Source: an optimization exercise on an open RTL-to-GDS flow (aim: small area, a short achievable clock period and few clock cycles). Production flows keep margins and buffers that such runs may drop. In this exercise RTL edits were held to simulation tests only and were not proved equivalent to the original.

==> design.v <==
module rg_div (
    input  wire        clk,
    input  wire        ld_r,       
    input  wire [30:0] ld_rv,
    input  wire        ld_neg,
    input  wire        ld_d,       
    input  wire [30:0] ld_dv,
    input  wire        ld_q,       
    input  wire [31:0] ld_qv,
    input  wire        f15,        
    input  wire        go,         
    input  wire        kill,
    output reg  [31:0] Q,
    output reg  [30:0] R,
    output reg         act,
    output wire        last
);
    reg [30:0] D;
    reg        neg;
    reg [5:0]  k;
    reg [4:0]  str;
    function [4:0] bitlen31;
        input [30:0] x;
        reg [31:0] v;
        reg [4:0]  n;
        begin
            v = {1'b0, x};
            n = 5'd0;
            if (v[31:16] != 16'd0) begin n[4] = 1'b1; v = {16'd0, v[31:16]}; end
            if (v[15:8]  != 8'd0)  begin n[3] = 1'b1; v = {8'd0, v[31:8]};   end
            if (v[7:4]   != 4'd0)  begin n[2] = 1'b1; v = {4'd0, v[31:4]};   end
            if (v[3:2]   != 2'd0)  begin n[1] = 1'b1; v = {2'd0, v[31:2]};   end
            if (v[1])              begin n[0] = 1'b1; v = {1'd0, v[31:1]};   end
            bitlen31 = n + {4'd0, (x != 31'd0)};
        end
    endfunction
    wire [4:0] blm = bitlen31(R);
    wire [4:0] bld = bitlen31(D);
    wire       fb  = (blm >= bld);                  
    wire [4:0] tr  = bld - blm - 5'd1;              
    wire [3:0] fm1 = f15 ? 4'd14 : 4'd13;
    wire [3:0] t   = (tr > {1'b0, fm1}) ? fm1 : tr[3:0];
    wire [45:0] shx = {R, {15{neg}}} << t;
    wire [30:0] r0  = shx[45:15];
    wire [5:0]  k0  = (f15 ? 6'd15 : 6'd14) - {2'd0, t};
    wire        b     = (str != 5'd0) ? Q[31] : neg;
    wire [31:0] trial = {R, b} - {1'b0, D};
    wire        qb    = ~trial[31];
    wire [30:0] rn    = qb ? trial[30:0] : {R[29:0], b};
    wire [30:0] qinc  = Q[30:0] + 31'd1;
    wire [31:0] qstep = {Q[30:0], qb};
    wire [31:0] qfin  = !neg ? qstep : (qb ? {qinc, 1'b0} : {Q[30:0], 1'b1});
    assign last = act && (k == 6'd1);
    always @(posedge clk) begin
        if (kill) begin
            act <= 1'b0;
        end else if (go) begin
            act <= 1'b1;
            if (fb) begin
                R   <= 31'd0;
                Q   <= {R, 1'b0};
                k   <= f15 ? 6'd46 : 6'd45;
                str <= 5'd31;
            end else begin
                R   <= r0;
                Q   <= 32'd0;
                k   <= k0;
                str <= 5'd0;
            end
        end else if (act) begin
            R   <= rn;
            Q   <= last ? qfin : qstep;
            k   <= k - 6'd1;
            str <= str - {4'd0, (str != 5'd0)};
            if (last) act <= 1'b0;
        end
        if (!go && !act) begin
            if (ld_r) begin R <= ld_rv; neg <= ld_neg; end
            if (ld_q) Q <= ld_qv;
        end
        if (ld_d) D <= ld_dv;
    end
endmodule
module rot_geom (
    input  wire        clk,
    input  wire        rst,         
    input  wire        start,
    input  wire        op,          
    input  wire [15:0] w,
    input  wire [15:0] h,
    input  wire [15:0] sin_q,       
    input  wire [15:0] cos_q,       
    output wire        busy,
    output wire        done,
    output wire [7:0]  errcode,
    output wire [31:0] res_a,       
    output wire [31:0] res_b        
);
    localparam [1:0] ST_IDLE = 2'd0, ST_MAC = 2'd1, ST_DIV = 2'd2, ST_DONE = 2'd3;
    reg [1:0]  st;
    reg [3:0]  ph;
    reg        op_q, err;
    reg [15:0] w_q, h_q, s_q, c_q;
    reg        wge, cgs, ceqs;        
    reg        amb;                   
    reg        goA, goB;
    assign busy    = (st == ST_MAC) || (st == ST_DIV);
    assign done    = (st == ST_DONE);
    assign errcode = err ? 8'h32 : 8'h00;
    wire accept = start && !busy;
    wire [15:0] L  = wge ? w_q : h_q;
    wire [15:0] Sh = wge ? h_q : w_q;
    wire [31:0] QA, QB;
    wire [30:0] RA, RB;
    wire        actA, actB, lastA, lastB;
    localparam [2:0] A_S = 3'd0, A_C = 3'd1, A_W = 3'd2, A_H = 3'd3, A_ZH = 3'd4, A_ZL = 3'd5;
    localparam [1:0] B_C = 2'd0, B_S = 2'd1, B_L = 2'd2;
    localparam [2:0] AD_0 = 3'd0, AD_RA = 3'd1, AD_RB = 3'd2, AD_D = 3'd3, AD_E = 3'd4, AD_SH = 3'd5;
    localparam [1:0] M_ADD = 2'd0, M_SUB = 2'd1, M_RSUB = 2'd2;
    localparam [2:0] DS_QA = 3'd0, DS_QB = 3'd1, DS_RA = 3'd2, DS_RB = 3'd3, DS_D = 3'd4,
                     DS_QAS = 3'd5, DS_QBS = 3'd6, DS_AMB = 3'd7;
    reg        p_v;
    reg [2:0]  p_a, p_ad, p_ds;
    reg [1:0]  p_b, p_m;
    wire [1:0] m_sub = cgs ? M_SUB : M_RSUB;
    always @* begin
        p_v = 1'b0; p_a = A_S; p_b = B_C; p_ad = AD_0; p_m = M_ADD; p_ds = DS_QA;
        if (st == ST_MAC) begin
            if (!op_q) begin
                case (ph)
                    4'd0: begin p_v = 1'b1; p_a = A_W; p_b = B_C; p_ds = DS_RA; end
                    4'd1: begin p_v = 1'b1; p_a = A_H; p_b = B_S; p_ad = AD_RA; p_ds = DS_QAS; end
                    4'd2: begin p_v = 1'b1; p_a = A_W; p_b = B_S; p_ds = DS_RB; end
                    4'd3: begin p_v = 1'b1; p_a = A_H; p_b = B_C; p_ad = AD_RB; p_ds = DS_QBS; end
                    default: ;
                endcase
            end else begin
                case (ph)
                    4'd0: begin p_v = 1'b1; p_a = A_S;  p_b = B_C; p_ds = DS_QA; end
                    4'd1: begin p_v = 1'b1; p_a = A_C;  p_b = B_C; p_ds = DS_D; end
                    4'd2: begin p_v = 1'b1; p_a = A_ZH; p_b = B_L; p_ad = AD_SH; p_m = M_SUB; p_ds = DS_QB; end
                    4'd3: begin p_v = 1'b1; p_a = A_S;  p_b = B_S; p_ad = AD_D;  p_m = m_sub; p_ds = DS_D; end
                    4'd4: begin p_v = 1'b1; p_a = A_W;  p_b = B_C; p_ds = DS_RA; end
                    4'd5: begin p_v = 1'b1; p_a = A_H;  p_b = B_S; p_ad = AD_RA; p_m = m_sub; p_ds = DS_RA; end
                    4'd6: begin p_v = 1'b1; p_a = A_H;  p_b = B_C; p_ds = DS_RB; end
                    4'd7: begin p_v = 1'b1; p_a = A_W;  p_b = B_S; p_ad = AD_RB; p_m = m_sub; p_ds = DS_RB; end
                    4'd8: begin p_v = amb;  p_a = A_ZL; p_b = B_L; p_ad = AD_E;  p_m = M_SUB; p_ds = DS_AMB; end
                    default: ;
                endcase
            end
        end
    end
    reg [15:0] mul_a, mul_b;
    always @* begin
        case (p_a)
            A_S:  mul_a = s_q;
            A_C:  mul_a = c_q;
            A_W:  mul_a = w_q;
            A_H:  mul_a = h_q;
            A_ZH: mul_a = QA[30:15];
            default: mul_a = {1'b0, QA[14:0]};
        endcase
        case (p_b)
            B_C: mul_b = c_q;
            B_S: mul_b = s_q;
            default: mul_b = L;
        endcase
    end
    wire [31:0] mul_s, mul_c;
    wire [255:0] pp;
    genvar gi, gj;
    generate for (gi = 0; gi < 16; gi = gi + 1) begin : g_pp
      for (gj = 0; gj < 16; gj = gj + 1) begin : g_ppj
        assign pp[gi*16+gj] = mul_a[gj] & mul_b[gi];
      end
    end endgenerate
    wire hs1 = pp[13] ^ pp[28];
    wire hc2 = pp[13] & pp[28];
    wire fs3 = pp[14] ^ pp[29] ^ pp[44];
    wire fc4 = (pp[14] & pp[29]) | (pp[14] & pp[44]) | (pp[29] & pp[44]);
    wire hs5 = pp[59] ^ pp[74];
    wire hc6 = pp[59] & pp[74];
    wire fs7 = pp[15] ^ pp[30] ^ pp[45];
    wire fc8 = (pp[15] & pp[30]) | (pp[15] & pp[45]) | (pp[30] & pp[45]);
    wire fs9 = pp[60] ^ pp[75] ^ pp[90];
    wire fc10 = (pp[60] & pp[75]) | (pp[60] & pp[90]) | (pp[75] & pp[90]);
    wire hs11 = pp[105] ^ pp[120];
    wire hc12 = pp[105] & pp[120];
    wire fs13 = pp[31] ^ pp[46] ^ pp[61];
    wire fc14 = (pp[31] & pp[46]) | (pp[31] & pp[61]) | (pp[46] & pp[61]);
    wire fs15 = pp[76] ^ pp[91] ^ pp[106];
    wire fc16 = (pp[76] & pp[91]) | (pp[76] & pp[106]) | (pp[91] & pp[106]);
    wire hs17 = pp[121] ^ pp[136];
    wire hc18 = pp[121] & pp[136];
    wire fs19 = pp[47] ^ pp[62] ^ pp[77];
    wire fc20 = (pp[47] & pp[62]) | (pp[47] & pp[77]) | (pp[62] & pp[77]);
    wire fs21 = pp[92] ^ pp[107] ^ pp[122];
    wire fc22 = (pp[92] & pp[107]) | (pp[92] & pp[122]) | (pp[107] & pp[122]);
    wire fs23 = pp[63] ^ pp[78] ^ pp[93];
    wire fc24 = (pp[63] & pp[78]) | (pp[63] & pp[93]) | (pp[78] & pp[93]);
    wire hs25 = pp[9] ^ pp[24];
    wire hc26 = pp[9] & pp[24];
    wire fs27 = pp[10] ^ pp[25] ^ pp[40];
    wire fc28 = (pp[10] & pp[25]) | (pp[10] & pp[40]) | (pp[25] & pp[40]);
    wire hs29 = pp[55] ^ pp[70];
    wire hc30 = pp[55] & pp[70];
    wire fs31 = pp[11] ^ pp[26] ^ pp[41];
    wire fc32 = (pp[11] & pp[26]) | (pp[11] & pp[41]) | (pp[26] & pp[41]);
    wire fs33 = pp[56] ^ pp[71] ^ pp[86];
    wire fc34 = (pp[56] & pp[71]) | (pp[56] & pp[86]) | (pp[71] & pp[86]);
    wire hs35 = pp[101] ^ pp[116];
    wire hc36 = pp[101] & pp[116];
    wire fs37 = pp[12] ^ pp[27] ^ pp[42];
    wire fc38 = (pp[12] & pp[27]) | (pp[12] & pp[42]) | (pp[27] & pp[42]);
    wire fs39 = pp[57] ^ pp[72] ^ pp[87];
    wire fc40 = (pp[57] & pp[72]) | (pp[57] & pp[87]) | (pp[72] & pp[87]);
    wire fs41 = pp[102] ^ pp[117] ^ pp[132];
    wire fc42 = (pp[102] & pp[117]) | (pp[102] & pp[132]) | (pp[117] & pp[132]);
    wire hs43 = pp[147] ^ pp[162];
    wire hc44 = pp[147] & pp[162];
    wire fs45 = hs1 ^ pp[43] ^ pp[58];
    wire fc46 = (hs1 & pp[43]) | (hs1 & pp[58]) | (pp[43] & pp[58]);
    wire fs47 = pp[73] ^ pp[88] ^ pp[103];
    wire fc48 = (pp[73] & pp[88]) | (pp[73] & pp[103]) | (pp[88] & pp[103]);
    wire fs49 = pp[118] ^ pp[133] ^ pp[148];
    wire fc50 = (pp[118] & pp[133]) | (pp[118] & pp[148]) | (pp[133] & pp[148]);
    wire fs51 = pp[163] ^ pp[178] ^ pp[193];
    wire fc52 = (pp[163] & pp[178]) | (pp[163] & pp[193]) | (pp[178] & pp[193]);
    wire fs53 = hc2 ^ fs3 ^ hs5;
    wire fc54 = (hc2 & fs3) | (hc2 & hs5) | (fs3 & hs5);
    wire fs55 = pp[89] ^ pp[104] ^ pp[119];
    wire fc56 = (pp[89] & pp[104]) | (pp[89] & pp[119]) | (pp[104] & pp[119]);
    wire fs57 = pp[134] ^ pp[149] ^ pp[164];
    wire fc58 = (pp[134] & pp[149]) | (pp[134] & pp[164]) | (pp[149] & pp[164]);
    wire fs59 = pp[179] ^ pp[194] ^ pp[209];
    wire fc60 = (pp[179] & pp[194]) | (pp[179] & pp[209]) | (pp[194] & pp[209]);
    wire fs61 = fc4 ^ hc6 ^ fs7;
    wire fc62 = (fc4 & hc6) | (fc4 & fs7) | (hc6 & fs7);
    wire fs63 = fs9 ^ hs11 ^ pp[135];
    wire fc64 = (fs9 & hs11) | (fs9 & pp[135]) | (hs11 & pp[135]);
    wire fs65 = pp[150] ^ pp[165] ^ pp[180];
    wire fc66 = (pp[150] & pp[165]) | (pp[150] & pp[180]) | (pp[165] & pp[180]);
    wire fs67 = pp[195] ^ pp[210] ^ pp[225];
    wire fc68 = (pp[195] & pp[210]) | (pp[195] & pp[225]) | (pp[210] & pp[225]);
    wire fs69 = fc8 ^ fc10 ^ hc12;
    wire fc70 = (fc8 & fc10) | (fc8 & hc12) | (fc10 & hc12);
    wire fs71 = fs13 ^ fs15 ^ hs17;
    wire fc72 = (fs13 & fs15) | (fs13 & hs17) | (fs15 & hs17);
    wire fs73 = pp[151] ^ pp[166] ^ pp[181];
    wire fc74 = (pp[151] & pp[166]) | (pp[151] & pp[181]) | (pp[166] & pp[181]);
    wire fs75 = pp[196] ^ pp[211] ^ pp[226];
    wire fc76 = (pp[196] & pp[211]) | (pp[196] & pp[226]) | (pp[211] & pp[226]);
    wire fs77 = fc14 ^ fc16 ^ hc18;
    wire fc78 = (fc14 & fc16) | (fc14 & hc18) | (fc16 & hc18);
    wire fs79 = fs19 ^ fs21 ^ pp[137];
    wire fc80 = (fs19 & fs21) | (fs19 & pp[137]) | (fs21 & pp[137]);
    wire fs81 = pp[152] ^ pp[167] ^ pp[182];
    wire fc82 = (pp[152] & pp[167]) | (pp[152] & pp[182]) | (pp[167] & pp[182]);
    wire fs83 = pp[197] ^ pp[212] ^ pp[227];
    wire fc84 = (pp[197] & pp[212]) | (pp[197] & pp[227]) | (pp[212] & pp[227]);
    wire fs85 = fc20 ^ fc22 ^ fs23;
    wire fc86 = (fc20 & fc22) | (fc20 & fs23) | (fc22 & fs23);
    wire fs87 = pp[108] ^ pp[123] ^ pp[138];
    wire fc88 = (pp[108] & pp[123]) | (pp[108] & pp[138]) | (pp[123] & pp[138]);
    wire fs89 = pp[153] ^ pp[168] ^ pp[183];
    wire fc90 = (pp[153] & pp[168]) | (pp[153] & pp[183]) | (pp[168] & pp[183]);
    wire fs91 = pp[198] ^ pp[213] ^ pp[228];
    wire fc92 = (pp[198] & pp[213]) | (pp[198] & pp[228]) | (pp[213] & pp[228]);
    wire fs93 = fc24 ^ pp[79] ^ pp[94];
    wire fc94 = (fc24 & pp[79]) | (fc24 & pp[94]) | (pp[79] & pp[94]);
    wire fs95 = pp[109] ^ pp[124] ^ pp[139];
    wire fc96 = (pp[109] & pp[124]) | (pp[109] & pp[139]) | (pp[124] & pp[139]);
    wire fs97 = pp[154] ^ pp[169] ^ pp[184];
    wire fc98 = (pp[154] & pp[169]) | (pp[154] & pp[184]) | (pp[169] & pp[184]);
    wire fs99 = pp[199] ^ pp[214] ^ pp[229];
    wire fc100 = (pp[199] & pp[214]) | (pp[199] & pp[229]) | (pp[214] & pp[229]);
    wire fs101 = pp[95] ^ pp[110] ^ pp[125];
    wire fc102 = (pp[95] & pp[110]) | (pp[95] & pp[125]) | (pp[110] & pp[125]);
    wire fs103 = pp[140] ^ pp[155] ^ pp[170];
    wire fc104 = (pp[140] & pp[155]) | (pp[140] & pp[170]) | (pp[155] & pp[170]);
    wire fs105 = pp[185] ^ pp[200] ^ pp[215];
    wire fc106 = (pp[185] & pp[200]) | (pp[185] & pp[215]) | (pp[200] & pp[215]);
    wire fs107 = pp[111] ^ pp[126] ^ pp[141];
    wire fc108 = (pp[111] & pp[126]) | (pp[111] & pp[141]) | (pp[126] & pp[141]);
    wire fs109 = pp[156] ^ pp[171] ^ pp[186];
    wire fc110 = (pp[156] & pp[171]) | (pp[156] & pp[186]) | (pp[171] & pp[186]);
    wire fs111 = pp[127] ^ pp[142] ^ pp[157];
    wire fc112 = (pp[127] & pp[142]) | (pp[127] & pp[157]) | (pp[142] & pp[157]);
    wire hs113 = pp[6] ^ pp[21];
    wire hc114 = pp[6] & pp[21];
    wire fs115 = pp[7] ^ pp[22] ^ pp[37];
    wire fc116 = (pp[7] & pp[22]) | (pp[7] & pp[37]) | (pp[22] & pp[37]);
    wire hs117 = pp[52] ^ pp[67];
    wire hc118 = pp[52] & pp[67];
    wire fs119 = pp[8] ^ pp[23] ^ pp[38];
    wire fc120 = (pp[8] & pp[23]) | (pp[8] & pp[38]) | (pp[23] & pp[38]);
    wire fs121 = pp[53] ^ pp[68] ^ pp[83];
    wire fc122 = (pp[53] & pp[68]) | (pp[53] & pp[83]) | (pp[68] & pp[83]);
    wire hs123 = pp[98] ^ pp[113];
    wire hc124 = pp[98] & pp[113];
    wire fs125 = hs25 ^ pp[39] ^ pp[54];
    wire fc126 = (hs25 & pp[39]) | (hs25 & pp[54]) | (pp[39] & pp[54]);
    wire fs127 = pp[69] ^ pp[84] ^ pp[99];
    wire fc128 = (pp[69] & pp[84]) | (pp[69] & pp[99]) | (pp[84] & pp[99]);
    wire fs129 = pp[114] ^ pp[129] ^ pp[144];
    wire fc130 = (pp[114] & pp[129]) | (pp[114] & pp[144]) | (pp[129] & pp[144]);
    wire fs131 = hc26 ^ fs27 ^ hs29;
    wire fc132 = (hc26 & fs27) | (hc26 & hs29) | (fs27 & hs29);
    wire fs133 = pp[85] ^ pp[100] ^ pp[115];
    wire fc134 = (pp[85] & pp[100]) | (pp[85] & pp[115]) | (pp[100] & pp[115]);
    wire fs135 = pp[130] ^ pp[145] ^ pp[160];
    wire fc136 = (pp[130] & pp[145]) | (pp[130] & pp[160]) | (pp[145] & pp[160]);
    wire fs137 = fc28 ^ hc30 ^ fs31;
    wire fc138 = (fc28 & hc30) | (fc28 & fs31) | (hc30 & fs31);
    wire fs139 = fs33 ^ hs35 ^ pp[131];
    wire fc140 = (fs33 & hs35) | (fs33 & pp[131]) | (hs35 & pp[131]);
    wire fs141 = pp[146] ^ pp[161] ^ pp[176];
    wire fc142 = (pp[146] & pp[161]) | (pp[146] & pp[176]) | (pp[161] & pp[176]);
    wire fs143 = fc32 ^ fc34 ^ hc36;
    wire fc144 = (fc32 & fc34) | (fc32 & hc36) | (fc34 & hc36);
    wire fs145 = fs37 ^ fs39 ^ fs41;
    wire fc146 = (fs37 & fs39) | (fs37 & fs41) | (fs39 & fs41);
    wire fs147 = hs43 ^ pp[177] ^ pp[192];
    wire fc148 = (hs43 & pp[177]) | (hs43 & pp[192]) | (pp[177] & pp[192]);
    wire fs149 = fc38 ^ fc40 ^ fc42;
    wire fc150 = (fc38 & fc40) | (fc38 & fc42) | (fc40 & fc42);
    wire fs151 = hc44 ^ fs45 ^ fs47;
    wire fc152 = (hc44 & fs45) | (hc44 & fs47) | (fs45 & fs47);
    wire fs153 = fs49 ^ fs51 ^ pp[208];
    wire fc154 = (fs49 & fs51) | (fs49 & pp[208]) | (fs51 & pp[208]);
    wire fs155 = fc46 ^ fc48 ^ fc50;
    wire fc156 = (fc46 & fc48) | (fc46 & fc50) | (fc48 & fc50);
    wire fs157 = fc52 ^ fs53 ^ fs55;
    wire fc158 = (fc52 & fs53) | (fc52 & fs55) | (fs53 & fs55);
    wire fs159 = fs57 ^ fs59 ^ pp[224];
    wire fc160 = (fs57 & fs59) | (fs57 & pp[224]) | (fs59 & pp[224]);
    wire fs161 = fc54 ^ fc56 ^ fc58;
    wire fc162 = (fc54 & fc56) | (fc54 & fc58) | (fc56 & fc58);
    wire fs163 = fc60 ^ fs61 ^ fs63;
    wire fc164 = (fc60 & fs61) | (fc60 & fs63) | (fs61 & fs63);
    wire fs165 = fs65 ^ fs67 ^ pp[240];
    wire fc166 = (fs65 & fs67) | (fs65 & pp[240]) | (fs67 & pp[240]);
    wire fs167 = fc62 ^ fc64 ^ fc66;
    wire fc168 = (fc62 & fc64) | (fc62 & fc66) | (fc64 & fc66);
    wire fs169 = fc68 ^ fs69 ^ fs71;
    wire fc170 = (fc68 & fs69) | (fc68 & fs71) | (fs69 & fs71);
    wire fs171 = fs73 ^ fs75 ^ pp[241];
    wire fc172 = (fs73 & fs75) | (fs73 & pp[241]) | (fs75 & pp[241]);
    wire fs173 = fc70 ^ fc72 ^ fc74;
    wire fc174 = (fc70 & fc72) | (fc70 & fc74) | (fc72 & fc74);
    wire fs175 = fc76 ^ fs77 ^ fs79;
    wire fc176 = (fc76 & fs77) | (fc76 & fs79) | (fs77 & fs79);
    wire fs177 = fs81 ^ fs83 ^ pp[242];
    wire fc178 = (fs81 & fs83) | (fs81 & pp[242]) | (fs83 & pp[242]);
    wire fs179 = fc78 ^ fc80 ^ fc82;
    wire fc180 = (fc78 & fc80) | (fc78 & fc82) | (fc80 & fc82);
    wire fs181 = fc84 ^ fs85 ^ fs87;
    wire fc182 = (fc84 & fs85) | (fc84 & fs87) | (fs85 & fs87);
    wire fs183 = fs89 ^ fs91 ^ pp[243];
    wire fc184 = (fs89 & fs91) | (fs89 & pp[243]) | (fs91 & pp[243]);
    wire fs185 = fc86 ^ fc88 ^ fc90;
    wire fc186 = (fc86 & fc88) | (fc86 & fc90) | (fc88 & fc90);
    wire fs187 = fc92 ^ fs93 ^ fs95;
    wire fc188 = (fc92 & fs93) | (fc92 & fs95) | (fs93 & fs95);
    wire fs189 = fs97 ^ fs99 ^ pp[244];
    wire fc190 = (fs97 & fs99) | (fs97 & pp[244]) | (fs99 & pp[244]);
    wire fs191 = fc94 ^ fc96 ^ fc98;
    wire fc192 = (fc94 & fc96) | (fc94 & fc98) | (fc96 & fc98);
    wire fs193 = fc100 ^ fs101 ^ fs103;
    wire fc194 = (fc100 & fs101) | (fc100 & fs103) | (fs101 & fs103);
    wire fs195 = fs105 ^ pp[230] ^ pp[245];
    wire fc196 = (fs105 & pp[230]) | (fs105 & pp[245]) | (pp[230] & pp[245]);
    wire fs197 = fc102 ^ fc104 ^ fc106;
    wire fc198 = (fc102 & fc104) | (fc102 & fc106) | (fc104 & fc106);
    wire fs199 = fs107 ^ fs109 ^ pp[201];
    wire fc200 = (fs107 & fs109) | (fs107 & pp[201]) | (fs109 & pp[201]);
    wire fs201 = pp[216] ^ pp[231] ^ pp[246];
    wire fc202 = (pp[216] & pp[231]) | (pp[216] & pp[246]) | (pp[231] & pp[246]);
    wire fs203 = fc108 ^ fc110 ^ fs111;
    wire fc204 = (fc108 & fc110) | (fc108 & fs111) | (fc110 & fs111);
    wire fs205 = pp[172] ^ pp[187] ^ pp[202];
    wire fc206 = (pp[172] & pp[187]) | (pp[172] & pp[202]) | (pp[187] & pp[202]);
    wire fs207 = pp[217] ^ pp[232] ^ pp[247];
    wire fc208 = (pp[217] & pp[232]) | (pp[217] & pp[247]) | (pp[232] & pp[247]);
    wire fs209 = fc112 ^ pp[143] ^ pp[158];
    wire fc210 = (fc112 & pp[143]) | (fc112 & pp[158]) | (pp[143] & pp[158]);
    wire fs211 = pp[173] ^ pp[188] ^ pp[203];
    wire fc212 = (pp[173] & pp[188]) | (pp[173] & pp[203]) | (pp[188] & pp[203]);
    wire fs213 = pp[218] ^ pp[233] ^ pp[248];
    wire fc214 = (pp[218] & pp[233]) | (pp[218] & pp[248]) | (pp[233] & pp[248]);
    wire fs215 = pp[159] ^ pp[174] ^ pp[189];
    wire fc216 = (pp[159] & pp[174]) | (pp[159] & pp[189]) | (pp[174] & pp[189]);
    wire fs217 = pp[204] ^ pp[219] ^ pp[234];
    wire fc218 = (pp[204] & pp[219]) | (pp[204] & pp[234]) | (pp[219] & pp[234]);
    wire fs219 = pp[175] ^ pp[190] ^ pp[205];
    wire fc220 = (pp[175] & pp[190]) | (pp[175] & pp[205]) | (pp[190] & pp[205]);
    wire hs221 = pp[4] ^ pp[19];
    wire hc222 = pp[4] & pp[19];
    wire fs223 = pp[5] ^ pp[20] ^ pp[35];
    wire fc224 = (pp[5] & pp[20]) | (pp[5] & pp[35]) | (pp[20] & pp[35]);
    wire hs225 = pp[50] ^ pp[65];
    wire hc226 = pp[50] & pp[65];
    wire fs227 = hs113 ^ pp[36] ^ pp[51];
    wire fc228 = (hs113 & pp[36]) | (hs113 & pp[51]) | (pp[36] & pp[51]);
    wire fs229 = pp[66] ^ pp[81] ^ pp[96];
    wire fc230 = (pp[66] & pp[81]) | (pp[66] & pp[96]) | (pp[81] & pp[96]);
    wire fs231 = hc114 ^ fs115 ^ hs117;
    wire fc232 = (hc114 & fs115) | (hc114 & hs117) | (fs115 & hs117);
    wire fs233 = pp[82] ^ pp[97] ^ pp[112];
    wire fc234 = (pp[82] & pp[97]) | (pp[82] & pp[112]) | (pp[97] & pp[112]);
    wire fs235 = fc116 ^ hc118 ^ fs119;
    wire fc236 = (fc116 & hc118) | (fc116 & fs119) | (hc118 & fs119);
    wire fs237 = fs121 ^ hs123 ^ pp[128];
    wire fc238 = (fs121 & hs123) | (fs121 & pp[128]) | (hs123 & pp[128]);
    wire fs239 = fc120 ^ fc122 ^ hc124;
    wire fc240 = (fc120 & fc122) | (fc120 & hc124) | (fc122 & hc124);
    wire fs241 = fs125 ^ fs127 ^ fs129;
    wire fc242 = (fs125 & fs127) | (fs125 & fs129) | (fs127 & fs129);
    wire fs243 = fc126 ^ fc128 ^ fc130;
    wire fc244 = (fc126 & fc128) | (fc126 & fc130) | (fc128 & fc130);
    wire fs245 = fs131 ^ fs133 ^ fs135;
    wire fc246 = (fs131 & fs133) | (fs131 & fs135) | (fs133 & fs135);
    wire fs247 = fc132 ^ fc134 ^ fc136;
    wire fc248 = (fc132 & fc134) | (fc132 & fc136) | (fc134 & fc136);
    wire fs249 = fs137 ^ fs139 ^ fs141;
    wire fc250 = (fs137 & fs139) | (fs137 & fs141) | (fs139 & fs141);
    wire fs251 = fc138 ^ fc140 ^ fc142;
    wire fc252 = (fc138 & fc140) | (fc138 & fc142) | (fc140 & fc142);
    wire fs253 = fs143 ^ fs145 ^ fs147;
    wire fc254 = (fs143 & fs145) | (fs143 & fs147) | (fs145 & fs147);
    wire fs255 = fc144 ^ fc146 ^ fc148;
    wire fc256 = (fc144 & fc146) | (fc144 & fc148) | (fc146 & fc148);
    wire fs257 = fs149 ^ fs151 ^ fs153;
    wire fc258 = (fs149 & fs151) | (fs149 & fs153) | (fs151 & fs153);
    wire fs259 = fc150 ^ fc152 ^ fc154;
    wire fc260 = (fc150 & fc152) | (fc150 & fc154) | (fc152 & fc154);
    wire fs261 = fs155 ^ fs157 ^ fs159;
    wire fc262 = (fs155 & fs157) | (fs155 & fs159) | (fs157 & fs159);
    wire fs263 = fc156 ^ fc158 ^ fc160;
    wire fc264 = (fc156 & fc158) | (fc156 & fc160) | (fc158 & fc160);
    wire fs265 = fs161 ^ fs163 ^ fs165;
    wire fc266 = (fs161 & fs163) | (fs161 & fs165) | (fs163 & fs165);
    wire fs267 = fc162 ^ fc164 ^ fc166;
    wire fc268 = (fc162 & fc164) | (fc162 & fc166) | (fc164 & fc166);
    wire fs269 = fs167 ^ fs169 ^ fs171;
    wire fc270 = (fs167 & fs169) | (fs167 & fs171) | (fs169 & fs171);
    wire fs271 = fc168 ^ fc170 ^ fc172;
    wire fc272 = (fc168 & fc170) | (fc168 & fc172) | (fc170 & fc172);
    wire fs273 = fs173 ^ fs175 ^ fs177;
    wire fc274 = (fs173 & fs175) | (fs173 & fs177) | (fs175 & fs177);
    wire fs275 = fc174 ^ fc176 ^ fc178;
    wire fc276 = (fc174 & fc176) | (fc174 & fc178) | (fc176 & fc178);
    wire fs277 = fs179 ^ fs181 ^ fs183;
    wire fc278 = (fs179 & fs181) | (fs179 & fs183) | (fs181 & fs183);
    wire fs279 = fc180 ^ fc182 ^ fc184;
    wire fc280 = (fc180 & fc182) | (fc180 & fc184) | (fc182 & fc184);
    wire fs281 = fs185 ^ fs187 ^ fs189;
    wire fc282 = (fs185 & fs187) | (fs185 & fs189) | (fs187 & fs189);
    wire fs283 = fc186 ^ fc188 ^ fc190;
    wire fc284 = (fc186 & fc188) | (fc186 & fc190) | (fc188 & fc190);
    wire fs285 = fs191 ^ fs193 ^ fs195;
    wire fc286 = (fs191 & fs193) | (fs191 & fs195) | (fs193 & fs195);
    wire fs287 = fc192 ^ fc194 ^ fc196;
    wire fc288 = (fc192 & fc194) | (fc192 & fc196) | (fc194 & fc196);
    wire fs289 = fs197 ^ fs199 ^ fs201;
    wire fc290 = (fs197 & fs199) | (fs197 & fs201) | (fs199 & fs201);
    wire fs291 = fc198 ^ fc200 ^ fc202;
    wire fc292 = (fc198 & fc200) | (fc198 & fc202) | (fc200 & fc202);
    wire fs293 = fs203 ^ fs205 ^ fs207;
    wire fc294 = (fs203 & fs205) | (fs203 & fs207) | (fs205 & fs207);
    wire fs295 = fc204 ^ fc206 ^ fc208;
    wire fc296 = (fc204 & fc206) | (fc204 & fc208) | (fc206 & fc208);
    wire fs297 = fs209 ^ fs211 ^ fs213;
    wire fc298 = (fs209 & fs211) | (fs209 & fs213) | (fs211 & fs213);
    wire fs299 = fc210 ^ fc212 ^ fc214;
    wire fc300 = (fc210 & fc212) | (fc210 & fc214) | (fc212 & fc214);
    wire fs301 = fs215 ^ fs217 ^ pp[249];
    wire fc302 = (fs215 & fs217) | (fs215 & pp[249]) | (fs217 & pp[249]);
    wire fs303 = fc216 ^ fc218 ^ fs219;
    wire fc304 = (fc216 & fc218) | (fc216 & fs219) | (fc218 & fs219);
    wire fs305 = pp[220] ^ pp[235] ^ pp[250];
    wire fc306 = (pp[220] & pp[235]) | (pp[220] & pp[250]) | (pp[235] & pp[250]);
    wire fs307 = fc220 ^ pp[191] ^ pp[206];
    wire fc308 = (fc220 & pp[191]) | (fc220 & pp[206]) | (pp[191] & pp[206]);
    wire fs309 = pp[221] ^ pp[236] ^ pp[251];
    wire fc310 = (pp[221] & pp[236]) | (pp[221] & pp[251]) | (pp[236] & pp[251]);
    wire fs311 = pp[207] ^ pp[222] ^ pp[237];
    wire fc312 = (pp[207] & pp[222]) | (pp[207] & pp[237]) | (pp[222] & pp[237]);
    wire hs313 = pp[3] ^ pp[18];
    wire hc314 = pp[3] & pp[18];
    wire fs315 = hs221 ^ pp[34] ^ pp[49];
    wire fc316 = (hs221 & pp[34]) | (hs221 & pp[49]) | (pp[34] & pp[49]);
    wire fs317 = hc222 ^ fs223 ^ hs225;
    wire fc318 = (hc222 & fs223) | (hc222 & hs225) | (fs223 & hs225);
    wire fs319 = fc224 ^ hc226 ^ fs227;
    wire fc320 = (fc224 & hc226) | (fc224 & fs227) | (hc226 & fs227);
    wire fs321 = fc228 ^ fc230 ^ fs231;
    wire fc322 = (fc228 & fc230) | (fc228 & fs231) | (fc230 & fs231);
    wire fs323 = fc232 ^ fc234 ^ fs235;
    wire fc324 = (fc232 & fc234) | (fc232 & fs235) | (fc234 & fs235);
    wire fs325 = fc236 ^ fc238 ^ fs239;
    wire fc326 = (fc236 & fc238) | (fc236 & fs239) | (fc238 & fs239);
    wire fs327 = fc240 ^ fc242 ^ fs243;
    wire fc328 = (fc240 & fc242) | (fc240 & fs243) | (fc242 & fs243);
    wire fs329 = fc244 ^ fc246 ^ fs247;
    wire fc330 = (fc244 & fc246) | (fc244 & fs247) | (fc246 & fs247);
    wire fs331 = fc248 ^ fc250 ^ fs251;
    wire fc332 = (fc248 & fc250) | (fc248 & fs251) | (fc250 & fs251);
    wire fs333 = fc252 ^ fc254 ^ fs255;
    wire fc334 = (fc252 & fc254) | (fc252 & fs255) | (fc254 & fs255);
    wire fs335 = fc256 ^ fc258 ^ fs259;
    wire fc336 = (fc256 & fc258) | (fc256 & fs259) | (fc258 & fs259);
    wire fs337 = fc260 ^ fc262 ^ fs263;
    wire fc338 = (fc260 & fc262) | (fc260 & fs263) | (fc262 & fs263);
    wire fs339 = fc264 ^ fc266 ^ fs267;
    wire fc340 = (fc264 & fc266) | (fc264 & fs267) | (fc266 & fs267);
    wire fs341 = fc268 ^ fc270 ^ fs271;
    wire fc342 = (fc268 & fc270) | (fc268 & fs271) | (fc270 & fs271);
    wire fs343 = fc272 ^ fc274 ^ fs275;
    wire fc344 = (fc272 & fc274) | (fc272 & fs275) | (fc274 & fs275);
    wire fs345 = fc276 ^ fc278 ^ fs279;
    wire fc346 = (fc276 & fc278) | (fc276 & fs279) | (fc278 & fs279);
    wire fs347 = fc280 ^ fc282 ^ fs283;
    wire fc348 = (fc280 & fc282) | (fc280 & fs283) | (fc282 & fs283);
    wire fs349 = fc284 ^ fc286 ^ fs287;
    wire fc350 = (fc284 & fc286) | (fc284 & fs287) | (fc286 & fs287);
    wire fs351 = fc288 ^ fc290 ^ fs291;
    wire fc352 = (fc288 & fc290) | (fc288 & fs291) | (fc290 & fs291);
    wire fs353 = fc292 ^ fc294 ^ fs295;
    wire fc354 = (fc292 & fc294) | (fc292 & fs295) | (fc294 & fs295);
    wire fs355 = fc296 ^ fc298 ^ fs299;
    wire fc356 = (fc296 & fc298) | (fc296 & fs299) | (fc298 & fs299);
    wire fs357 = fc300 ^ fc302 ^ fs303;
    wire fc358 = (fc300 & fc302) | (fc300 & fs303) | (fc302 & fs303);
    wire fs359 = fc304 ^ fc306 ^ fs307;
    wire fc360 = (fc304 & fc306) | (fc304 & fs307) | (fc306 & fs307);
    wire fs361 = fc308 ^ fc310 ^ fs311;
    wire fc362 = (fc308 & fc310) | (fc308 & fs311) | (fc310 & fs311);
    wire fs363 = fc312 ^ pp[223] ^ pp[238];
    wire fc364 = (fc312 & pp[223]) | (fc312 & pp[238]) | (pp[223] & pp[238]);
    wire hs365 = pp[2] ^ pp[17];
    wire hc366 = pp[2] & pp[17];
    wire fs367 = hs313 ^ pp[33] ^ pp[48];
    wire fc368 = (hs313 & pp[33]) | (hs313 & pp[48]) | (pp[33] & pp[48]);
    wire fs369 = hc314 ^ fs315 ^ pp[64];
    wire fc370 = (hc314 & fs315) | (hc314 & pp[64]) | (fs315 & pp[64]);
    wire fs371 = fc316 ^ fs317 ^ pp[80];
    wire fc372 = (fc316 & fs317) | (fc316 & pp[80]) | (fs317 & pp[80]);
    wire fs373 = fc318 ^ fs319 ^ fs229;
    wire fc374 = (fc318 & fs319) | (fc318 & fs229) | (fs319 & fs229);
    wire fs375 = fc320 ^ fs321 ^ fs233;
    wire fc376 = (fc320 & fs321) | (fc320 & fs233) | (fs321 & fs233);
    wire fs377 = fc322 ^ fs323 ^ fs237;
    wire fc378 = (fc322 & fs323) | (fc322 & fs237) | (fs323 & fs237);
    wire fs379 = fc324 ^ fs325 ^ fs241;
    wire fc380 = (fc324 & fs325) | (fc324 & fs241) | (fs325 & fs241);
    wire fs381 = fc326 ^ fs327 ^ fs245;
    wire fc382 = (fc326 & fs327) | (fc326 & fs245) | (fs327 & fs245);
    wire fs383 = fc328 ^ fs329 ^ fs249;
    wire fc384 = (fc328 & fs329) | (fc328 & fs249) | (fs329 & fs249);
    wire fs385 = fc330 ^ fs331 ^ fs253;
    wire fc386 = (fc330 & fs331) | (fc330 & fs253) | (fs331 & fs253);
    wire fs387 = fc332 ^ fs333 ^ fs257;
    wire fc388 = (fc332 & fs333) | (fc332 & fs257) | (fs333 & fs257);
    wire fs389 = fc334 ^ fs335 ^ fs261;
    wire fc390 = (fc334 & fs335) | (fc334 & fs261) | (fs335 & fs261);
    wire fs391 = fc336 ^ fs337 ^ fs265;
    wire fc392 = (fc336 & fs337) | (fc336 & fs265) | (fs337 & fs265);
    wire fs393 = fc338 ^ fs339 ^ fs269;
    wire fc394 = (fc338 & fs339) | (fc338 & fs269) | (fs339 & fs269);
    wire fs395 = fc340 ^ fs341 ^ fs273;
    wire fc396 = (fc340 & fs341) | (fc340 & fs273) | (fs341 & fs273);
    wire fs397 = fc342 ^ fs343 ^ fs277;
    wire fc398 = (fc342 & fs343) | (fc342 & fs277) | (fs343 & fs277);
    wire fs399 = fc344 ^ fs345 ^ fs281;
    wire fc400 = (fc344 & fs345) | (fc344 & fs281) | (fs345 & fs281);
    wire fs401 = fc346 ^ fs347 ^ fs285;
    wire fc402 = (fc346 & fs347) | (fc346 & fs285) | (fs347 & fs285);
    wire fs403 = fc348 ^ fs349 ^ fs289;
    wire fc404 = (fc348 & fs349) | (fc348 & fs289) | (fs349 & fs289);
    wire fs405 = fc350 ^ fs351 ^ fs293;
    wire fc406 = (fc350 & fs351) | (fc350 & fs293) | (fs351 & fs293);
    wire fs407 = fc352 ^ fs353 ^ fs297;
    wire fc408 = (fc352 & fs353) | (fc352 & fs297) | (fs353 & fs297);
    wire fs409 = fc354 ^ fs355 ^ fs301;
    wire fc410 = (fc354 & fs355) | (fc354 & fs301) | (fs355 & fs301);
    wire fs411 = fc356 ^ fs357 ^ fs305;
    wire fc412 = (fc356 & fs357) | (fc356 & fs305) | (fs357 & fs305);
    wire fs413 = fc358 ^ fs359 ^ fs309;
    wire fc414 = (fc358 & fs359) | (fc358 & fs309) | (fs359 & fs309);
    wire fs415 = fc360 ^ fs361 ^ pp[252];
    wire fc416 = (fc360 & fs361) | (fc360 & pp[252]) | (fs361 & pp[252]);
    wire fs417 = fc362 ^ fs363 ^ pp[253];
    wire fc418 = (fc362 & fs363) | (fc362 & pp[253]) | (fs363 & pp[253]);
    wire fs419 = fc364 ^ pp[239] ^ pp[254];
    wire fc420 = (fc364 & pp[239]) | (fc364 & pp[254]) | (pp[239] & pp[254]);
    assign mul_s[0] = pp[0];
    assign mul_c[0] = 1'b0;
    assign mul_s[1] = pp[1];
    assign mul_c[1] = pp[16];
    assign mul_s[2] = hs365;
    assign mul_c[2] = pp[32];
    assign mul_s[3] = hc366;
    assign mul_c[3] = fs367;
    assign mul_s[4] = fc368;
    assign mul_c[4] = fs369;
    assign mul_s[5] = fc370;
    assign mul_c[5] = fs371;
    assign mul_s[6] = fc372;
    assign mul_c[6] = fs373;
    assign mul_s[7] = fc374;
    assign mul_c[7] = fs375;
    assign mul_s[8] = fc376;
    assign mul_c[8] = fs377;
    assign mul_s[9] = fc378;
    assign mul_c[9] = fs379;
    assign mul_s[10] = fc380;
    assign mul_c[10] = fs381;
    assign mul_s[11] = fc382;
    assign mul_c[11] = fs383;
    assign mul_s[12] = fc384;
    assign mul_c[12] = fs385;
    assign mul_s[13] = fc386;
    assign mul_c[13] = fs387;
    assign mul_s[14] = fc388;
    assign mul_c[14] = fs389;
    assign mul_s[15] = fc390;
    assign mul_c[15] = fs391;
    assign mul_s[16] = fc392;
    assign mul_c[16] = fs393;
    assign mul_s[17] = fc394;
    assign mul_c[17] = fs395;
    assign mul_s[18] = fc396;
    assign mul_c[18] = fs397;
    assign mul_s[19] = fc398;
    assign mul_c[19] = fs399;
    assign mul_s[20] = fc400;
    assign mul_c[20] = fs401;
    assign mul_s[21] = fc402;
    assign mul_c[21] = fs403;
    assign mul_s[22] = fc404;
    assign mul_c[22] = fs405;
    assign mul_s[23] = fc406;
    assign mul_c[23] = fs407;
    assign mul_s[24] = fc408;
    assign mul_c[24] = fs409;
    assign mul_s[25] = fc410;
    assign mul_c[25] = fs411;
    assign mul_s[26] = fc412;
    assign mul_c[26] = fs413;
    assign mul_s[27] = fc414;
    assign mul_c[27] = fs415;
    assign mul_s[28] = fc416;
    assign mul_c[28] = fs417;
    assign mul_s[29] = fc418;
    assign mul_c[29] = fs419;
    assign mul_s[30] = fc420;
    assign mul_c[30] = pp[255];
    assign mul_s[31] = 1'b0;
    assign mul_c[31] = 1'b0;
    reg [31:0] ms, mc;
    reg        s2_v;
    reg [2:0]  s2_ad, s2_ds;
    reg [1:0]  s2_m;
    reg        thin_kill;    
    reg [30:0] DA;           
    reg [31:0] addend;
    always @* begin
        case (s2_ad)
            AD_RA: addend = {1'b0, RA};
            AD_RB: addend = {1'b0, RB};
            AD_D:  addend = {1'b0, DA};
            AD_E:  addend = {QB[16:0], 15'd0};
            AD_SH: addend = {2'b00, Sh, 14'd0};
            default: addend = 32'd0;
        endcase
    end
    wire        inv_a = (s2_m != M_ADD);
    wire        inv_x = (s2_m == M_SUB);
    wire [33:0] c_a = {2'b00, addend} ^ {34{inv_a}};
    wire [33:0] c_p = {2'b00, ms};
    wire [33:0] c_q2 = {2'b00, mc};
    wire [33:0] cs_s = c_a ^ c_p ^ c_q2;
    wire [33:0] cs_c = (c_a & c_p) | (c_a & c_q2) | (c_p & c_q2);
    wire [33:0] x_raw = cs_s + {cs_c[32:0], (s2_m == M_RSUB)};
    wire [33:0] X = x_raw ^ {34{inv_x}};
    wire        xneg = X[33];
    wire [30:0] xmag = X[30:0] ^ {31{xneg}};      
    wire s2_go = s2_v && !thin_kill;
    wire wr_qa  = s2_go && (s2_ds == DS_QA  || s2_ds == DS_QAS);
    wire wr_qb  = s2_go && (s2_ds == DS_QB  || s2_ds == DS_QBS);
    wire wr_ra  = s2_go && (s2_ds == DS_RA);
    wire wr_rb  = s2_go && (s2_ds == DS_RB);
    wire wr_d   = s2_go && (s2_ds == DS_D);
    wire [31:0] qa_v = (s2_ds == DS_QAS) ? {14'd0, X[32:15]} : X[31:0];
    wire [31:0] qb_v = (s2_ds == DS_QBS) ? {14'd0, X[32:15]} : X[31:0];
    wire amb_thin = (X[33] || (X[32:0] == 33'd0));    
    wire        e_le0   = QB[31] || (QB == 32'd0);
    wire        e_ge_l  = !QB[31] && (QB[30:16] != 15'd0 || QB[15:0] >= L);
    wire        thin_now = ceqs || e_le0;
    wire        irect_mac = (st == ST_MAC) && op_q;
    wire        thin_ld0  = irect_mac && (ph == 4'd4) && thin_now;
    reg         thin2;       
    wire        thin_ld1  = irect_mac && (ph == 4'd10) && thin2;
    wire        thin_ld   = thin_ld0 || thin_ld1;
    wire [15:0] dA_thin = wge ? s_q : c_q;
    wire [15:0] dB_thin = wge ? c_q : s_q;
    reg f15;
    wire clr_q = accept;    
    rg_div u_da (
        .clk(clk),
        .ld_r(thin_ld || wr_ra), .ld_rv(thin_ld ? {15'd0, Sh} : xmag), .ld_neg(thin_ld ? 1'b0 : xneg),
        .ld_d(thin_ld || wr_d),  .ld_dv(thin_ld ? {15'd0, dA_thin} : X[30:0]),
        .ld_q(clr_q || wr_qa),   .ld_qv(clr_q ? 32'd0 : qa_v),
        .f15(f15), .go(goA), .kill(rst || accept),
        .Q(QA), .R(RA), .act(actA), .last(lastA)
    );
    rg_div u_db (
        .clk(clk),
        .ld_r(thin_ld || wr_rb), .ld_rv(thin_ld ? {15'd0, Sh} : xmag), .ld_neg(thin_ld ? 1'b0 : xneg),
        .ld_d(thin_ld || wr_d),  .ld_dv(thin_ld ? {15'd0, dB_thin} : X[30:0]),
        .ld_q(clr_q || wr_qb),   .ld_qv(clr_q ? 32'd0 : qb_v),
        .f15(f15), .go(goB), .kill(rst || accept),
        .Q(QB), .R(RB), .act(actB), .last(lastB)
    );
    assign res_a = QA;
    assign res_b = QB;
    wire div_fin = !goA && !goB && (!actA || lastA) && (!actB || lastB);
    always @(posedge clk) begin
        wge  <= (w_q >= h_q);
        cgs  <= (c_q > s_q);
        ceqs <= (c_q == s_q);
        if (thin_ld || wr_d) DA <= thin_ld ? {15'd0, dA_thin} : X[30:0];
        ms    <= mul_s;
        mc    <= mul_c;
        s2_v  <= p_v && !thin_ld0;
        s2_ad <= p_ad;
        s2_m  <= p_m;
        s2_ds <= p_ds;
        thin_kill <= 1'b0;
        goA <= 1'b0;
        goB <= 1'b0;
        if (s2_go && s2_ds == DS_AMB) thin2 <= amb_thin;
        if (rst) begin
            st   <= ST_IDLE;
            s2_v <= 1'b0;
        end else begin
            case (st)
                ST_IDLE, ST_DONE: begin
                    st <= ST_IDLE;
                    if (start) begin
                        op_q <= op;
                        w_q  <= w;
                        h_q  <= h;
                        s_q  <= sin_q;
                        c_q  <= cos_q;
                        ph   <= 4'd0;
                        err  <= (w == 16'd0) || (h == 16'd0);
                        if (w == 16'd0 || h == 16'd0 || (op && sin_q == 16'd0 && cos_q == 16'd0))
                            st <= ST_DONE;
                        else
                            st <= ST_MAC;
                    end
                end
                ST_MAC: begin
                    ph <= ph + 4'd1;
                    if (!op_q) begin
                        if (ph == 4'd4) st <= ST_DONE;
                    end else begin
                        if (ph == 4'd4) begin
                            amb <= !thin_now && !e_ge_l;
                            f15 <= !thin_now;
                            if (thin_now) begin
                                goA <= 1'b1;
                                goB <= 1'b1;
                                st  <= ST_DIV;
                            end
                        end
                        if (ph == 4'd6 && !amb) goA <= 1'b1;
                        if (ph == 4'd8 && !amb) begin
                            goB <= 1'b1;
                            st  <= ST_DIV;
                        end
                        if (ph == 4'd10) begin
                            f15 <= !thin2;
                            goA <= 1'b1;
                            goB <= 1'b1;
                            st  <= ST_DIV;
                        end
                    end
                end
                ST_DIV: begin
                    if (div_fin) st <= ST_DONE;
                end
                default: st <= ST_IDLE;
            endcase
        end
    end
endmodule
==> run.sh <==
#!/bin/bash
# synth_recipe.tcl (not shown) runs the flow's synth.tcl, then flattens the netlist and writes it again
# the make line also repeats each setting of config.mk as NAME=value (left out here)
make -C /OpenROAD-flow-scripts/flow DESIGN_CONFIG=/design/flow/config.mk WORK_HOME=/design/flow/orfs CLKGATE_MAP_FILE= SYNTH_SCRIPT=/design/flow/synth_recipe.tcl finish
==> config.mk <==
export PLATFORM = sky130hd
export DESIGN_NAME = rot_geom
export DESIGN_NICKNAME = rot_geom
export VERILOG_FILES = /design/flow/design.v
export SDC_FILE = /design/flow/constraint.sdc
export NUM_CORES = 4
export LEC_CHECK = 0
export CAP_MARGIN = 20
export CORE_MARGIN = 2
export CORE_UTILIZATION = 40
export PLACE_DENSITY = 0.6
export SLEW_MARGIN = 20
==> constraint.sdc <==
create_clock -name core_clock -period 13.0 [get_ports {clk}]
set_input_delay 2.6000 -clock core_clock [delete_from_list [all_inputs] [get_ports {clk}]]
set_output_delay 2.6000 -clock core_clock [all_outputs]
set_load 0.01 [all_outputs]
==> run summary <==
-- registers in the layout, summed over array words and instances (netlist names), 6 cells and up --
| name | flops |
|---|---|
| c_p | 31 |
| c_q | 16 |
| c_q2 | 30 |
| h_q | 16 |
| s_q | 16 |
| u_da.D | 31 |
| u_da.Q | 32 |
| u_da.R | 31 |
| u_da.k | 6 |
| u_db.D | 16 |
| u_db.Q | 32 |
| u_db.R | 31 |
| u_db.k | 6 |
| w_q | 16 |
-- logic make-up after synthesis --
kind of cell,count (synthesis),share of synthesized area [%]
AOI/OAI and AO/OA,1360,22.0
xor gates and xnor gates,260,5.66
adders and majority gates,438,17.9
buffers and inverters,867,8.35
DFF,349,21.0
muxes,267,7.86
other,1,0.00933
and+or+nand+nor,1457,17.2
-- cell usage in the layout (no fill, tap or decap), types with 41 or more instances in the layout --
| cell type | n |
|---|---|
| nor2_1 | 530 |
| inv_1 | 521 |
| a21oi_1 | 356 |
| nand2_1 | 305 |
| o21ai_0 | 298 |
| fa_1 | 230 |
| ha_1 | 208 |
| dfxtp_1 | 203 |
| mux2i_1 | 182 |
| buf_4 | 176 |
| edfxtp_1 | 144 |
| clkdlybuf4s50_1 | 136 |
| xnor2_1 | 134 |
| xor2_1 | 121 |
| nor3_1 | 96 |
| nand3_1 | 96 |
| a21o_1 | 72 |
| or2_2 | 70 |
| a211oi_1 | 59 |
| a22oi_1 | 56 |
| mux2_2 | 53 |
| nand4_1 | 52 |
| nand2b_1 | 51 |
| o22ai_1 | 46 |
| a221oi_1 | 46 |
| a31oi_1 | 46 |
| clkbuf_16 | 46 |
| nor4_1 | 44 |
| o21a_1 | 43 |
| and3_1 | 42 |
| o211ai_1 | 41 |
-- path summary, 6_finish.rpt --
check	slack [ps]	cells after the start	to
setup / recovery	3220	27	u_db.R[25]$_DFF_P_
hold / removal	450	1	s2_m[1]$_SDFF_PN0_
setup reg to reg	3220	27	u_db.R[25]$_DFF_P_
hold reg to reg	450	1	s2_m[1]$_SDFF_PN0_
-- layout make-up --
class	instances	share of cell area (%)
Antenna cell	2	0.0112
Clock buffer	60	2.84
Clock inverter	21	0.491
Inverter	527	4.41
Multi-Input combinational cell	3787	63.8
Sequential cell	349	18.8
Tap cell	1298	3.62
Timing Repair Buffer	314	6.04
-- worst max-delay path, delay by kind of cell, from the launching register on --
family / cells / cell delay (ps)
flops: 1 / 420
mux: 1 / 120
compound gates: 11 / 3570
buf+inv: 3 / 820
fa+ha+maj: 4 / 1870
simple gates: 8 / 2820
-- through the flow --
stage	cells	area [um^2]	hold WS, ps	util (%)
after floorplan	5003	40200	392	-
after global placement	6274	43300	432	43.4
after detailed placement	6274	43300	433	43.4
after CTS	6355	44800	443	44.9
after global routing	6356	44800	466	44.9
final	6358	44800	453	44.9
-- metal layers --
metal	vias up	share of wire, %	track usage [%]
met1	19700	39	45.8
met4	4	7.1	19.5
met5	-	0.012	0
li1	17700	-	-
met2	2891	41	50.1
met3	663	13	9.19
==> summary.log <==
qor: status.outcome complete, no violations
qor: finish.finalNetCount 5529
qor: setup_path.timing.critical_path.mode_cell ha_1
qor: timing.finalCriticalPeriod 9780 ps
qor: placed_design.place_hpwl 138 mm
qor: timing.setup_total_negative_slack 0 ps
qor: timing.finalSetupViolCount 0
qor: min_path.worstHoldStart cgs$_DFF_P_
qor: setup_path.launch_point_of_the_critical_path u_da.D[25]$_SDFFCE_PN0P_
qor: timing.max_slew.worst_pin.slew 1290 ps
qor: setup_path.critPathMaxStageDelay 910 ps
qor: clock_network.root_buffer clkbuf_16
qor: yosys.syn_inst 4999
qor: finish.layout-drive-gt1-share 9.17%
qor: yosys.synth-async-reset-ratio 0%
qor: clock_network.cts_buffer_depth 3
qor: yosys.postSynthAreaPerCell 8.04 um^2
qor: die.rows 116
qor: yosys.synth_top_area_cell fa_1
qor: yosys.netlist_top_cells_count 537 x nor2_1, 521 x inv_1, 358 x a21oi_1
qor: global_route.grt_max_degree 91
qor: timing.postLayoutSetupSlackWorst 3220 ps
qor: finish.area_growth 11.5%
qor: clock_network.numCtsBuffers 44
qor: routing.drc_errors 0
qor: die.floorplan_core_area 0.0999 mm^2
qor: timing.final_worst_path_period_share 75.2%
qor: clock_network.ctsResizeCount 0
qor: clock_network.hold_buffers 0
qor: clock_network.post-cts-setup-buffers 0
qor: clock_network.worst_setup_hold_path_clk_slew 70 ps
qor: global_route.initial_antenna_violation_count 5
qor: yosys.seq_area_frac_synth 21.0%
qor: timing.grt_setup_unrepaired false
qor: clock_network.cts_h_tree_lvls 2
qor: die.die-width 321 um
qor: routing.detail_route.first_pass.iterations 9
qor: yosys.flip_flop_and_latch_count_after_synthesis 349
qor: routing.postRouteWirelength 183 mm
qor: timing.maxSlewHeadroom 13.4%
qor: timing.timing.final.max_slew_violations 0
qor: min_path.hold_path_class reg -> reg
qor: routing.post_drt_wl_per_cell 28.8 um
qor: setup_path.cp_data_required_time 13540 ps
qor: timing.skew 77.0 ps
qor: yosys.synth-warning-count 2
qor: yosys.ys_types 97
qor: setup_path.start_kind register
qor: job.number_of_violations_of_the_max_capacitance_limit 0
qor: routing.vias_per_cell 6.44
qor: finish.num-fill-cells 10000
qor: routing.vias 41000
qor: routing.iteration_0_drc_count_of_the_detailed_router 6227
qor: setup_path.crit_fanout 24
qor: yosys.synthMostInstantiatedCell nor2_1
qor: die.die_h 321 um
qor: die.pin_count 142
qor: setup_path.path_class reg -> reg
qor: setup_path.critical-path-slowest-cell fa_1
qor: finish.regArea 0.00843 mm^2
qor: timing.achievable-frequency 0.102 GHz
qor: setup_path.worst_setup_path_end_kind register
qor: yosys.dominantRegCellSynth dfxtp_1
qor: placed_design.place.gp.congestion 1.04
qor: yosys.proportion_of_netlist_area_held_by_the_largest_area_contributor 11.5%
qor: global_route.grt_pass1_vias 38000
qor: placed_design.port-buffer-count 136
qor: clock_network.clock_sink_count 349
qor: placed_design.post-place-ws 3560 ps
qor: setup_path.crit_arrival 10320 ps
qor: clock_network.clock_latency 660 ps
qor: setup_path.r2r-start u_da.D[25]$_SDFFCE_PN0P_
qor: clock_network.cts_tree done
qor: timing.finalHoldViolCount 0
qor: die.fp.dieArea 0.103 mm^2
qor: global_route.grt_pass1_wl 262 mm
qor: global_route.global_route.usage.total 34.4%
qor: die.initial_cell_density_of_the_core 40.3%
qor: global_route.gr-total-overflow 0
qor: finish.multiInputGateArea 0.0286 mm^2
qor: yosys.netlist_area 0.0402 mm^2
qor: routing.drtAntennaViolNets 0
qor: yosys.ys_top_cells_by_area fa_1 11%, edfxtp_1 11%, dfxtp_1 10%
qor: yosys.number_of_flops_mapped_to_enable_cells_by_yosys 144
Testbench counts, summed over its fixed seeds: cycles 25,864.

-- separate check: timing with driven ports --
No port has a modelled driver above. Below, the same layout with a new extraction and two added sets of constraints.
Step 1, drivers: a clkbuf_16 drives clk and a buf_2 each remaining input, both assumed.
Step 2 also shifts input and output timing later by t, the mid clock arrival at the registers, as if the neighbouring blocks saw the same clock.
Slacks: no drivers / after step 1 / after step 2; pairs: no drivers / after step 1.
t, ns: 0.698
slack for setup (ns): 3.223 / 3.223 / 3.223
worst setup path after step 2: register to register
After both steps setup and hold are still met in this run. The setup slack of this run moves by 0.000 ns with the drivers and by 0.000 ns with both steps.
